Source: an optimization exercise on an open RTL-to-GDS flow (aim: small area). Production flows keep margins and buffers that such runs may drop.
In this exercise RTL edits were held to simulation tests only and were not proved equivalent to the original.
No activity file was given, so power comes from the tool's default toggle rates.

==> flow/design.v <==
module sensor_sampler #(
    parameter integer SA = 16,    
    parameter integer SG = 131    
) (
    input  wire        clk,
    input  wire        rst,
    input  wire        cmd_valid,
    input  wire [7:0]  cmd_data,
    output wire        cmd_ready,
    output reg         resp_valid,
    output wire        resp_kind,       
    output wire [15:0] resp_value,
    input  wire        resp_ready,
    output wire        bus_dir,         
    output wire        tx_valid,
    output wire [7:0]  tx_data,
    input  wire        tx_ready,        
    input  wire        rx_valid,
    input  wire [7:0]  rx_data,
    output wire        rx_ready,
    output wire        txt_valid,
    output wire [7:0]  txt_data,
    input  wire        txt_ready
);
    localparam [3:0] IDLE  = 4'd0,
                     REQ   = 4'd1,    
                     TXW   = 4'd2,    
                     RXB   = 4'd3,    
                     ALNC  = 4'd4,    
                     CPY   = 4'd5,    
                     DLM   = 4'd6,    
                     ALNL  = 4'd7,    
                     LD    = 4'd8,    
                     NEG   = 4'd9,    
                     SUB   = 4'd10,   
                     ADD   = 4'd11,   
                     TXT   = 4'd12,   
                     DEMIT = 4'd14,   
                     ALNZ  = 4'd15,   
                     CLR   = 4'd13;   
    reg  [3:0]  st;
    reg  [62:0] R;         
    reg  [2:0]  rs;        
    reg  [3:0]  rb;        
    reg  [11:0] S;
    reg  [3:0]  sp;        
    reg  [7:0]  r;         
    reg         cy;        
    reg         neg;       
    reg         valid;     
    reg         started;   
    reg  [2:0]  ch;
    reg  [3:0]  k;         
    wire       gy = (ch > 3'd2);
    wire rgy     = rs[2] | (rs[1] & rs[0]);
    wire seg_end = rgy ? (rb == 4'd8) : (rb == 4'd11);
    wire here    = (rs == ch);
    wire [2:0] rs_inc = (rs == 3'd5) ? 3'd0 : rs + 3'd1;
    wire aligned = seg_end && (rs_inc == ch) && (sp == 4'd0);
    wire r0v = R[0] & valid;
    wire sp_last = (sp == 4'd11);
    wire [3:0] bi = ~k;        
    wire [3:0] target = (bi[3] & bi[2]) ? {2'b00, bi[1:0]} : bi;
    wire       step = rx_valid && (sp == target);
    wire       b = rx_data[bi[2:0]];
    wire [8:0] t9 = {r, b};
    wire       ge = (t9 >= 9'd131);
    wire [8:0] tsub = t9 - 9'd131;
    wire       qd = gy ? ge : r[3];
    wire [7:0] rdiv = (gy && bi == 4'd15) ? (b ? 8'd130 : 8'd0) :
                      ((gy & ge) ? tsub[7:0] : t9[7:0]);
    wire       fcorr = neg & ((|r[3:0]) | (gy & (|r[7:4])));
    wire [1:0] pw = r[5:4];
    reg kbit;
    always @(*) begin
        case (pw)
            2'd2:    kbit = (sp == 4'd1) || (sp == 4'd3);
            2'd1:    kbit = (sp == 4'd2) || (sp == 4'd5) || (sp == 4'd6);
            default: kbit = (sp == 4'd3) || (sp == 4'd5) || (sp == 4'd6) ||
                            (sp == 4'd7) || (sp == 4'd8) || (sp == 4'd9);
        endcase
    end
    wire bp   = kbit ^ (st == SUB);
    wire c    = (sp == 4'd0) ? ((st == CPY) ? fcorr : (st == SUB)) : cy;
    wire sum  = S[0] ^ bp ^ c;
    wire cout = (S[0] & bp) | (S[0] & c) | (bp & c);
    wire [2:0] j = r[6:4];
    reg  [6:0] chr;
    reg        last;            
    always @(*) begin
        chr  = 7'h0A;
        last = 1'b1;
        case (k)
            4'd0:  chr = 7'h09;
            4'd1, 4'd4: chr = 7'h22;
            4'd2: begin
                case (j)
                    3'd0:    chr = gy ? "G" : "A";
                    3'd1:    chr = gy ? "y" : "c";
                    3'd2:    chr = gy ? "r" : "c";
                    3'd3:    chr = gy ? "o" : " ";
                    default: chr = " ";
                endcase
                last = gy ? (j == 3'd4) : (j == 3'd3);
            end
            4'd3: begin
                case ({ch, j})
                    6'o00:   chr = "X";
                    6'o10:   chr = "Y";
                    6'o20:   chr = "Z";
                    6'o30:   chr = "R";
                    6'o31:   chr = "o";
                    6'o32, 6'o33: chr = "l";
                    6'o40:   chr = "P";
                    6'o41:   chr = "i";
                    6'o42:   chr = "t";
                    6'o43:   chr = "c";
                    6'o44:   chr = "h";
                    6'o50:   chr = "Y";
                    6'o51:   chr = "a";
                    6'o52:   chr = "w";
                    default: chr = 7'bx;
                endcase
                case (ch)
                    3'd3:    last = (j == 3'd3);
                    3'd4:    last = (j == 3'd4);
                    3'd5:    last = (j == 3'd2);
                    default: last = 1'b1;
                endcase
            end
            4'd5:  chr = ":";
            4'd6:  chr = " ";
            4'd7:  chr = "-";
            4'd8:  chr = ",";
            4'd10: chr = "}";
            4'd14: chr = "{";
            default: chr = 7'h0A;        
        endcase
    end
    wire is_val = (k == 4'd7);
    wire is_key = (k[3:1] == 3'b001);
    wire is_nl  = k[0] & k[3] & (k[1] | ~k[2]);
    wire [3:0] dnib = (pw == 2'd3) ? S[3:0] : r[3:0];
    wire       show = (|r[3:0]) | started | (pw == 2'd3);
    reg s_en, sin;
    always @(*) begin
        s_en = 1'b1;
        sin  = S[0];
        case (st)
            RXB:   sin = step ? qd : S[0];
            ALNC, ALNL, ALNZ: s_en = (sp != 4'd0);
            LD:    sin = here ? r0v : S[11];
            NEG:   sin = S[0] ^ (neg & c);
            SUB, ADD: sin = sum;
            CLR:   sin = started & (sp == 4'd2);    
            CPY:   sin = S[0];
            default: s_en = 1'b0;
        endcase
    end
    assign cmd_ready  = (st == IDLE) && !resp_valid;
    assign tx_valid   = (st == REQ);
    assign bus_dir    = (st == REQ) || (st == TXW);
    assign tx_data    = {st[3], st[3], ~st[3], ~st[3], ~st[3], ~st[3], st[3], st[3]};
    assign rx_ready   = ((st == RXB) && step && (bi[2:0] == 3'd0)) || (st == DLM);
    assign txt_valid  = ((st == TXT) && (!is_val || neg)) || ((st == DEMIT) && show);
    assign txt_data   = (st == DEMIT) ? {st[0], 3'h3, dnib} : {st[0], chr};
    assign resp_value = {{4{S[11]}}, S};
    assign resp_kind  = neg;
    always @(posedge clk) begin
        R <= {(st == CPY) ? (S[0] ^ c) : R[0], R[62:1]};
        if (s_en)
            S <= {sin, S[11:1]};
        cy <= (st == CPY) ? (S[0] & c) : (st == NEG) ? (c | S[0]) : cout;
    end
    always @(posedge clk) begin
        if (rst) begin
            st         <= IDLE;
            rs         <= 3'd0;
            rb         <= 4'd0;
            sp         <= 4'd0;
            valid      <= 1'b0;
            resp_valid <= 1'b0;
        end else begin
            rb <= seg_end ? 4'd0 : rb + 4'd1;
            if (seg_end)
                rs <= rs_inc;
            if (s_en)
                sp <= sp_last ? 4'd0 : sp + 4'd1;
            if (resp_valid && resp_ready)
                resp_valid <= 1'b0;
            case (st)
                IDLE: begin
                    if (cmd_valid && !resp_valid) begin
                        started   <= (cmd_data != 8'h01);    
                        ch        <= cmd_data[4] ? cmd_data[2:0] : 3'd0;
                        if (cmd_data == 8'h01 || cmd_data == 8'h02) begin
                            st      <= REQ;
                        end else if (cmd_data[7:3] == 5'b00010 && cmd_data[2:0] <= 3'd5) begin
                            st        <= ALNL;
                        end else begin
                            st  <= ALNZ;
                        end
                    end
                end
                REQ: begin
                    if (tx_ready)
                        st <= TXW;
                end
                TXW: begin
                    if (tx_ready) begin
                        k        <= 4'h0;
                        st       <= RXB;
                    end
                end
                RXB: begin
                    if (step) begin
                        r       <= rdiv;
                        k       <= k + 4'd1;
                        if (bi == 4'd15)
                            neg <= b;
                        if (bi == 4'd0)
                            st <= ALNC;
                    end
                end
                ALNC: begin
                    if (aligned)
                        st <= CPY;
                end
                CPY: begin
                    if (seg_end) begin
                        ch <= ch + 3'd1;
                        st <= (ch == 3'd5) ? DLM : RXB;
                    end
                end
                DLM: begin
                    if (rx_valid) begin
                        valid <= 1'b1;
                        if (started) begin
                            k       <= 4'd14;
                            ch      <= ch + 3'd1;     
                            started <= 1'b0;
                            st      <= TXT;
                        end else begin
                            st  <= ALNZ;
                        end
                    end
                end
                ALNL: begin
                    if (aligned)
                        st <= LD;
                end
                LD: begin
                    if (sp_last) begin
                        if (started) begin              
                            resp_valid <= 1'b1;
                            neg        <= 1'b1;             
                            st         <= IDLE;
                        end else begin
                            neg <= sin;
                            st  <= NEG;
                        end
                    end
                end
                NEG: begin
                    if (sp_last) begin
                        r      <= 8'h00;     
                        st     <= SUB;
                    end
                end
                SUB: begin
                    if (sp_last) begin
                        if (cout)
                            r[3:0] <= r[3:0] + 4'd1;
                        else
                            st <= ADD;
                    end
                end
                ADD: begin
                    if (sp_last) begin
                        st <= (pw == 2'd0) ? TXT : DEMIT;
                    end
                end
                TXT: begin
                    if (is_val) begin
                        if (!neg || txt_ready)
                            st <= DEMIT;
                    end else if (txt_ready) begin
                        k <= k + 4'd1;
                        if (is_key) begin
                            r[6:4] <= j + 3'd1;
                            if (last)
                                r[6:4] <= 3'd0;
                            else
                                k <= k;
                        end
                        if (is_nl) begin
                            if (k == 4'd11) begin
                                st  <= ALNZ;
                            end else begin
                                ch <= ch + 3'd1;
                                k  <= (ch == 3'd5) ? 4'd10 : 4'd0;
                                if (ch != 3'd5)
                                    st <= ALNL;
                            end
                        end
                    end
                end
                DEMIT: begin
                    if (!show || txt_ready) begin
                        if (show)
                            started <= 1'b1;
                        if (pw == 2'd3) begin
                            k       <= (ch == 3'd5) ? 4'd9 : 4'd8;
                            started <= 1'b0;
                            st      <= TXT;
                        end else begin
                            r[6:4] <= j + 3'd1;
                            if (pw != 2'd2) begin
                                r[3:0] <= 4'd0;
                                st     <= SUB;
                            end
                        end
                    end
                end
                ALNZ: begin
                    if (sp == 4'd0)
                        st <= CLR;
                end
                CLR: begin
                    if (sp_last) begin
                        resp_valid <= 1'b1;
                        neg        <= 1'b0;             
                        st         <= IDLE;
                    end
                end
                default: st <= IDLE;
            endcase
        end
    end
endmodule
==> flow/flow/run.sh <==
#!/bin/bash
# The standard ORFS layout (standard.sh) with changes that only affect how
# cells are chosen:
#  * ABC maps the logic with an area-oriented script (flow/abc_area.script)
#    instead of ORFS's default area script;
#  * no half/full-adder extraction, so ABC optimises adders with the rest;
#  * ports, and outputs that share a net, are buffered with
#    sky130_fd_sc_hd__buf_1 cells.
# Each tool's full output stays in ORFS's logs (orfs/logs); make's own
# output goes to standard.log.
set -euo pipefail
here=$(pwd)
rm -rf "$here/scripts_area"
cp -r "$FLOW_HOME/scripts" "$here/scripts_area"
cp "$here/flow/abc_area.script" "$here/scripts_area/abc_area.script"
export SCRIPTS_DIR="$here/scripts_area"
export ADDER_MAP_FILE=
export BUFFER_PORTS_ARGS="-buffer_cell sky130_fd_sc_hd__buf_1"
sed 's/"\${@:-finish}"/"MIN_BUF_CELL_AND_PORTS=sky130_fd_sc_hd__buf_1 A X" "${@:-finish}"/' standard.sh > "$here/standard_area.sh"
grep -q "MIN_BUF_CELL_AND_PORTS=sky130_fd_sc_hd__buf_1" "$here/standard_area.sh"
export CTS_ARGS="-sink_clustering_enable -repair_clock_nets -dont_use_dummy_load -buf_list sky130_fd_sc_hd__clkbuf_8"
bash "$here/standard_area.sh" > "$here/standard.log" 2>&1
==> flow/flow/abc_area.script <==
strash
dc2
dc2
&get -n
&dch -f
&nf -R 1000
&put
topo
==> flow/standard.sh <==
#!/bin/bash
# synth_recipe.tcl (not shown) runs the flow's synth.tcl, then flattens the netlist and writes it again
# the make line also repeats each setting of config.mk as NAME=value (left out here)
make -C /OpenROAD-flow-scripts/flow DESIGN_CONFIG=/design/flow/config.mk WORK_HOME=/design/flow/orfs CLKGATE_MAP_FILE= SYNTH_SCRIPT=/design/flow/synth_recipe.tcl "${@:-finish}"
==> flow/config.mk <==
export PLATFORM = sky130hd
export DESIGN_NAME = sensor_sampler
export DESIGN_NICKNAME = sensor_sampler
export VERILOG_FILES = /design/flow/design.v
export SDC_FILE = /design/flow/constraint.sdc
export NUM_CORES = 4
export LEC_CHECK = 0
export ABC_AREA = 1
export CAP_MARGIN = 20
export CORE_MARGIN = 2
export CORE_UTILIZATION = 40
export CTS_BUF_LIST = sky130_fd_sc_hd__clkbuf_8
export SLEW_MARGIN = 20
==> flow/constraint.sdc <==
create_clock -name core_clock -period 40.0 [get_ports {clk}]
set_input_delay 8.0000 -clock core_clock [delete_from_list [all_inputs] [get_ports {clk}]]
set_output_delay 8.0000 -clock core_clock [all_outputs]
set_load 0.01 [all_outputs]
==> impl_metrics.ini, run 1 <==
[outcome]
status = no timing/DRC/antenna violations

[floorplanning]
row_count = 39
initial_core_util_pct = 41.4
fp.dieArea_sq_mm = 0.0128
io_pins = 62
core_area_sq_mm = 0.0115
die_h_um = 113
chipWidth_um = 113

[yosys]
syn_area_per_cell_sq_um = 8.91
synth-seq-cells = 110
yosys_warnings = 1
synthXorXnorAreaFrac_pct = 2.76
synth_cell_types = 46
ys_seq_area_share_pct = 52.3
synth_fa_ha_area_share_pct = 0
yosysTopAreaCell = dfxtp_1
yosys.area_share.simple_pct = 22.9
syn-cell-area_sq_mm = 0.00476
async_reset_ff_share_pct = 0
yosys-top-cells-area = dfxtp_1, edfxtp_1, nor2_1
synthCells = 535
muxShareOfSynthArea_pct = 0.630
synth_edf_count = 29
synth_nets = 558
synth_top_family_by_area = simple AND/OR/NAND/NOR gates
synth-compound-area-share_pct = 20.0
netlist.area_leader.share_pct = 34.0
synthFlopType = dfxtp_1

[sta]
finalSetupViolCount = 0
hold_slack_ns = 0.319
slew_headroom_pct = 29.7
finClkSkew_ns = 0.0250
fmax_mhz = 57.6
rsz0062_at_grt = no
finalCriticalPeriod_ns = 17.35
timing.final.crit_share_pct = 43.4
setup_tns_ns = 0
hold_viol = 0
tightest_slew_ns = 1.04
slew_viol_final = 0

[pwr]
powerDensity_mw_per_mm2 = 57.9
p_leak_uw = 0.00183
clockPowerShare_pct = 17.1
switching_power_uw = 118
combPwrFrac_pct = 32.6
switching_share_pct = 38.8
vdd_ir_drop_max_uv = 35.1
seq_power_share_pct = 50.3
p_int_uw = 187

[setup_path]
cp_top_family = compound AO/OA/AOI/OAI gates
startpoint_type = primary input
arrival_ns = 9.35
worst-path-buf-inv = 2
reg2reg_from = k[0]
crit_type = in -> out
slowest_delay_ns = 0.28
r2r_cells = 11
cp-end-kind = primary output
r2r-end = r[4]
worstPathRequired_ns = 32.00
cp_cell_sequence = buf_1, o21ai_0, a221o_1, nor2_1, nand2_1, o21ai_0, buf_1
path_max_fanout = 4
slowest_stage = a221o_1
r2r_slack_ns = 36.35

[placed_design]
place_area_sq_mm = 0.00514
place.gp.congestion = 0.915
hpwl_mm = 9.67
port_buffers = 61

[clock_tree]
clk_pin_slew_ns = 0.10
post_cts_resized = 0
cts_buffers = 9
clock_tree.buffer_depth = 2
postCtsHoldBufs = 0
cts_sinks = 110
htree_levels = 3
cts_root_buf = clkbuf_8
clock_latency_ns = 0.38
cts_setup_buffers = 0
cts_tree = yes

[routing]
drc_errors = 0
postRouteWirelength_mm = 13.3
wl_per_cell_um = 18.1
ant_nets = 0
drt_iter0_drc = 490
dr.pass1.iters = 21
avgViaCountPerCell = 5.91
vias = 4361

[final_layout]
seqCellArea_sq_mm = 0.00249
design_area_sq_mm = 0.00527
drive_gt1_share_pct = 1.85
num_antenna_cells = 0
multiInputGateArea_sq_mm = 0.00220
area_delta_synth_final_pct = 10.5
nNetsFinal = 620
final_util_pct = 45.7
n_fill_cell = 1170

[global_routing]
grt_pass1_wl_mm = 21.3
grt_usage_pct = 21.2
grt_max_degree = 21
grt_pass1_vias = 4167
antenna_found_initial = 0
grt-ovfl-total = 0

[worst_hold_path]
hold_end = R[39]
worstHoldStart = R[40]
hold_path.class = reg -> reg
min_path_cells = 0

[run]
maxCapViolations = 0
-- metal layers --
layer  routed length, um  GRT usage (%)  share of wire [%]  vias up
li1                    -              -                  -     2088
met1                6020           29.0                 45     2071
met2                6120           33.5                 46      183
met3                 966           3.43                7.2       19
met4                 244           9.19                1.8        0
met5                   0              0                  0        -
-- sequential cells by signal (all words and copies together) (netlist names) --
name        flops
R              63
S              12
ch              3
cy              1
k               4
neg             1
r               8
rb              4
resp_valid      1
rs              3
sp              4
st              4
started         1
valid           1
-- layout by cell type (no fill, tap or decap), types with 4 or more instances in the layout --
cell type   n
o22ai_1     7
o32ai_1     5
buf_1      61
o211ai_1    4
nor2b_1     9
edfxtp_1   29
clkinv_1    6
nor2_1     77
o221ai_1    4
a22oi_1     4
a211oi_1    5
nand2_1    64
or2_0       5
nor3_1     23
o21ai_0    38
a221o_1     4
dfxtp_1    81
xnor2_1     8
and2_0      5
a31oi_1     9
clkbuf_8    9
nor4_1      8
a21oi_1    51
nand3_1    15
and3_1      6
nand2b_1   14
xor2_1      7
-- synthesized netlist by cell type, types with 2 or more instances --
cell type   n
nor2_1     77
a32o_1      2
and3_1      6
clkinv_1    6
o32ai_1     5
or3_1       3
dfxtp_1    81
nand4_1     3
nor3b_1     2
a311oi_1    3
a222oi_1    2
xor2_1      7
a221o_1     4
edfxtp_1   29
o31ai_1     2
nor2b_1     9
and2_0      5
nor3_1     23
a22oi_1     4
o22ai_1     7
o41ai_1     2
or2_0       5
nor4b_1     2
a31oi_1     9
o21ai_0    38
nand2b_1   14
xnor2_1     8
o2111ai_1   2
nor4_1      8
mux2i_1     3
nand2_1    64
a21oi_1    51
nand3_1    15
a211oi_1    5
buf_1      12
o211ai_1    4
o221ai_1    4
-- metrics by stage --
stage	cells	total power [uW]	worst slack (ns)
after floorplan	535	219	23.14
after global placement	729	252	22.75
after detailed placement	729	253	22.68
after CTS	738	305	22.67
after global routing	738	325	22.53
final	738	305	22.65
-- area by class of cell --
| type | instances | area share (%) |
|---|---|---|
| repair buffers | 63 | 4.63 |
| multi-input cells | 407 | 41.9 |
| clock buffers | 9 | 2.35 |
| inverters | 6 | 0.428 |
| flip-flops and latches | 110 | 47.3 |
| well taps | 143 | 3.40 |
-- worst max-delay path by stage --
| stage | startpoint | end | slack, ns | cells past startpoint |
|---|---|---|---|---|
| 2_1_floorplan | rx_valid | rx_ready | 23.14 | 5 |
| 3_3_place_gp | rx_valid | rx_ready | 22.75 | 7 |
| 4_1_cts | rx_valid | rx_ready | 22.67 | 7 |
| 3_5_place_dp | rx_valid | rx_ready | 22.68 | 7 |
| 6_report | rx_valid | rx_ready | 22.65 | 7 |
| 5_1_grt | rx_valid | rx_ready | 22.53 | 7 |
-- cell families (layout without fill, tap and decap cells) --
group | after synthesis | count (layout)
simple gates | 237 | 237
compound gates | 152 | 152
flops | 110 | 110
buf+inv | 18 | 78
xor+xnor | 15 | 15
mux | 3 | 3
-- power groups by stage --
stage / Combinational [uW] / Sequential, uW / Clock (uW)
after global routing: 111 / 155 / 58.3
after CTS: 98.3 / 153 / 54.4
after floorplan: 69.0 / 150 / 0
final: 99.6 / 153 / 52.1
after global placement: 97.6 / 155 / 0
after detailed placement: 97.5 / 155 / 0
==> run 2: changes to the inputs <==
--- a/flow/design.v
+++ b/flow/design.v
@@ -75,4 +75,5 @@
     always @(*) begin
         case (pw)
+            2'd3:    kbit = (sp == 4'd0);
             2'd2:    kbit = (sp == 4'd1) || (sp == 4'd3);
             2'd1:    kbit = (sp == 4'd2) || (sp == 4'd5) || (sp == 4'd6);
@@ -141,5 +142,5 @@
     wire is_key = (k[3:1] == 3'b001);
     wire is_nl  = k[0] & k[3] & (k[1] | ~k[2]);
-    wire [3:0] dnib = (pw == 2'd3) ? S[3:0] : r[3:0];
+    wire [3:0] dnib = r[3:0];
     wire       show = (|r[3:0]) | started | (pw == 2'd3);
     reg s_en, sin;
@@ -273,5 +274,5 @@
                             r[3:0] <= r[3:0] + 4'd1;
                         else
-                            st <= ADD;
+                            st <= (pw == 2'd3) ? DEMIT : ADD;    
                     end
                 end
@@ -316,8 +317,6 @@
                         end else begin
                             r[6:4] <= j + 3'd1;
-                            if (pw != 2'd2) begin
-                                r[3:0] <= 4'd0;
-                                st     <= SUB;
-                            end
+                            r[3:0] <= 4'd0;
+                            st     <= SUB;
                         end
                     end
==> run 2 against run 1 <==
  * Utilization decreased by 0.056 points
  * Die area decreased by 1.0%
  * Hold slack got worse by 0.0010 ns
  * Still clean on timing, DRC and antenna
  * Sequential power increased by 4%
==> impl_metrics.ini, run 2 <==
[yosys]
ys_seq_area_share_pct = 52.9
yosysMostFrequentCell = dfxtp_1
synth_common_cells = dfxtp_1, nor2_1, nand2_1
synth_cell_types = 48
synth_edf_count = 29
yosys-top-cells-area = dfxtp_1, edfxtp_1, nor2_1
synth_nets = 546
syn_area_per_cell_sq_um = 9.01
synthCells = 523
netlist.area_leader.share_pct = 34.4
async_reset_ff_share_pct = 0
yosysTopAreaCell = dfxtp_1
syn-cell-area_sq_mm = 0.00471
yosys_warnings = 1
synthFlopType = dfxtp_1
synth-seq-cells = 110

[outcome]
status = no timing/DRC/antenna violations

[sta]
timing.final.crit_share_pct = 42.9
fmax_mhz = 58.3
finalSetupViolCount = 0
hold_viol = 0
slew_headroom_pct = 32.6
finClkSkew_ns = 0.0389
finalCriticalPeriod_ns = 17.16
setup_tns_ns = 0
slew_viol_final = 0
rsz0062_at_grt = no
tightest_slew_ns = 1.00

[setup_path]
cp-end-kind = primary output
startpoint_type = primary input
r2r_slack_ns = 36.16
path_max_fanout = 4
crit_type = in -> out
worstPathRequired_ns = 32.00
arrival_ns = 9.16

[final_layout]
drive_gt1_share_pct = 2.39
num_antenna_cells = 0
multiInputGateArea_sq_mm = 0.00215
top_regs = R: 63 flops, S: 12 flops, r: 8 flops
seqCellArea_sq_mm = 0.00249
layout.cells.non_filler = 729
final_common_cell = dfxtp_1
top_register = R
largest_reg_flops = 63
nNetsFinal = 611
area_delta_synth_final_pct = 11.1
final_cell_mix = dfxtp_1, nor2_1, buf_1
n_fill_cell = 1135

[floorplanning]
io_pins = 62
fp.dieArea_sq_mm = 0.0127
row_count = 39
core_area_sq_mm = 0.0115
die_h_um = 113
chipWidth_um = 113
initial_core_util_pct = 41.1

[clock_tree]
htree_levels = 3
clock_latency_ns = 0.38
cts_sinks = 110
cts_setup_buffers = 0
clk_pin_slew_ns = 0.12
postCtsHoldBufs = 0
clock_tree.buffer_depth = 2
cts_root_buf = clkbuf_8
post_cts_resized = 0
cts_buffers = 9
cts_tree = yes

[routing]
vias = 4233
avgViaCountPerCell = 5.81
drc_errors = 0
drt_iter0_drc = 513
ant_nets = 0
dr.pass1.iters = 5
wl_per_cell_um = 17.8
postRouteWirelength_mm = 13.0

[placed_design]
dpl.cell_count = 720
hpwl_mm = 9.57
place.gp.congestion = 0.944
port_buffers = 61

[global_routing]
grt-ovfl-total = 0
grt_max_degree = 24
antenna_found_initial = 0
grt_pass1_wl_mm = 20.8
grt_usage_pct = 20.9
grt_pass1_vias = 3887

[pwr]
p_leak_uw = 0.00181
vdd_ir_drop_max_uv = 26.4
powerDensity_mw_per_mm2 = 61.8

[worst_hold_path]
hold_path.class = reg -> reg

[run]
maxCapViolations = 0
[run 2: power breakdown]
part / internal [uW] / switching, uW / total, uW / leakage [uW]
clock: 20.3 / 32.0 / 52.3 / 0.0000647
sequential: 138 / 21.2 / 159 / 0.000925
combinational: 38.6 / 73.4 / 112 / 0.000823
total: 197 / 127 / 323 / 0.00181
[run 2: logic make-up after synthesis]
group	count (synthesis)	synth area share (%)
simple gates	228	22.8
compound gates	147	19.2
flops	110	52.9
buf+inv	19	1.51
xor+xnor	18	3.35
mux	1	0.212
[run 2: final timing paths]
kind	start	end	depth (start not counted)
max reg2reg	k[0]	r[4]	12
min	R[47]	R[46]	0
min reg2reg	R[47]	R[46]	0
max	rx_valid	rx_ready	6
[run 2: stage by stage]
| step | worst slack, ns | total power [uW] | cell area, sq um | hold WS, ns | utilization (%) |
|---|---|---|---|---|---|
| 5_1_grt | 22.77 | 346 | 5240 | 0.322 | 45.7 |
| 2_1_floorplan | 23.30 | 233 | 4710 | 0.310 | - |
| 3_5_place_dp | 22.86 | 272 | 5110 | 0.312 | 44.6 |
| 6_report | 22.84 | 323 | 5240 | 0.318 | 45.7 |
| 3_3_place_gp | 22.93 | 271 | 5110 | 0.311 | 44.6 |
| 4_1_cts | 22.85 | 325 | 5240 | 0.323 | 45.7 |
[run 2: area by class of cell]
cell class              count  area share (%)
inverters                   7           0.502
well taps                 143            3.42
clock buffers               9            2.37
repair buffers             66            5.09
flip-flops and latches    110            47.6
multi-input cells         394            41.0
[run 2: worst max-delay path, stage by stage]
cell,delay [ns]
buf_1,0.18
o221ai_1,0.15
nor3_1,0.27
nand2_1,0.17
o21ai_0,0.22
buf_1,0.17
[run 2: per-layer routing]
metal,GRT usage [%],vias to the layer above,share of wire (%)
met2,31.7,164,45
met1,29.1,1988,46
met5,0,-,0
met3,4.32,26,6.4
li1,-,2055,-
met4,8.54,0,2.9

## static timing again, ports no longer ideal
In the flow no input, the clock included, has a driving cell. The finished layouts below were timed again as built, in two steps.
Step 1 assumes that a clkbuf_16 drives the clock port and a buf_2 every other input.
Step 2 adds t to the input delays and takes it off the output delays; t is the mean of the earliest and latest rising clock arrival at the registers after step 1. Input paths then give back, and output paths get back, about the clock's delay inside the block.
a / b / c = ideal / step 1 / step 2; a / b = the first two.
run | shift t [ns] | setup slack, ns | slew at the worst register clock pin (ns) | worst slew at a driven data input, ns | pins driven straight from the clock port
run 1 | 0.396 | 22.654 / 22.633 / 22.633 | 0.10 / 0.10 | 0.03 | 1
run 2 | 0.399 | 22.839 / 22.800 / 22.800 | 0.12 / 0.12 | 0.05 | 1
After both steps every run listed still meets setup and hold. The setup slack of run 2, which loses most, moves by -0.039 ns with the drivers and by -0.039 ns with both steps.
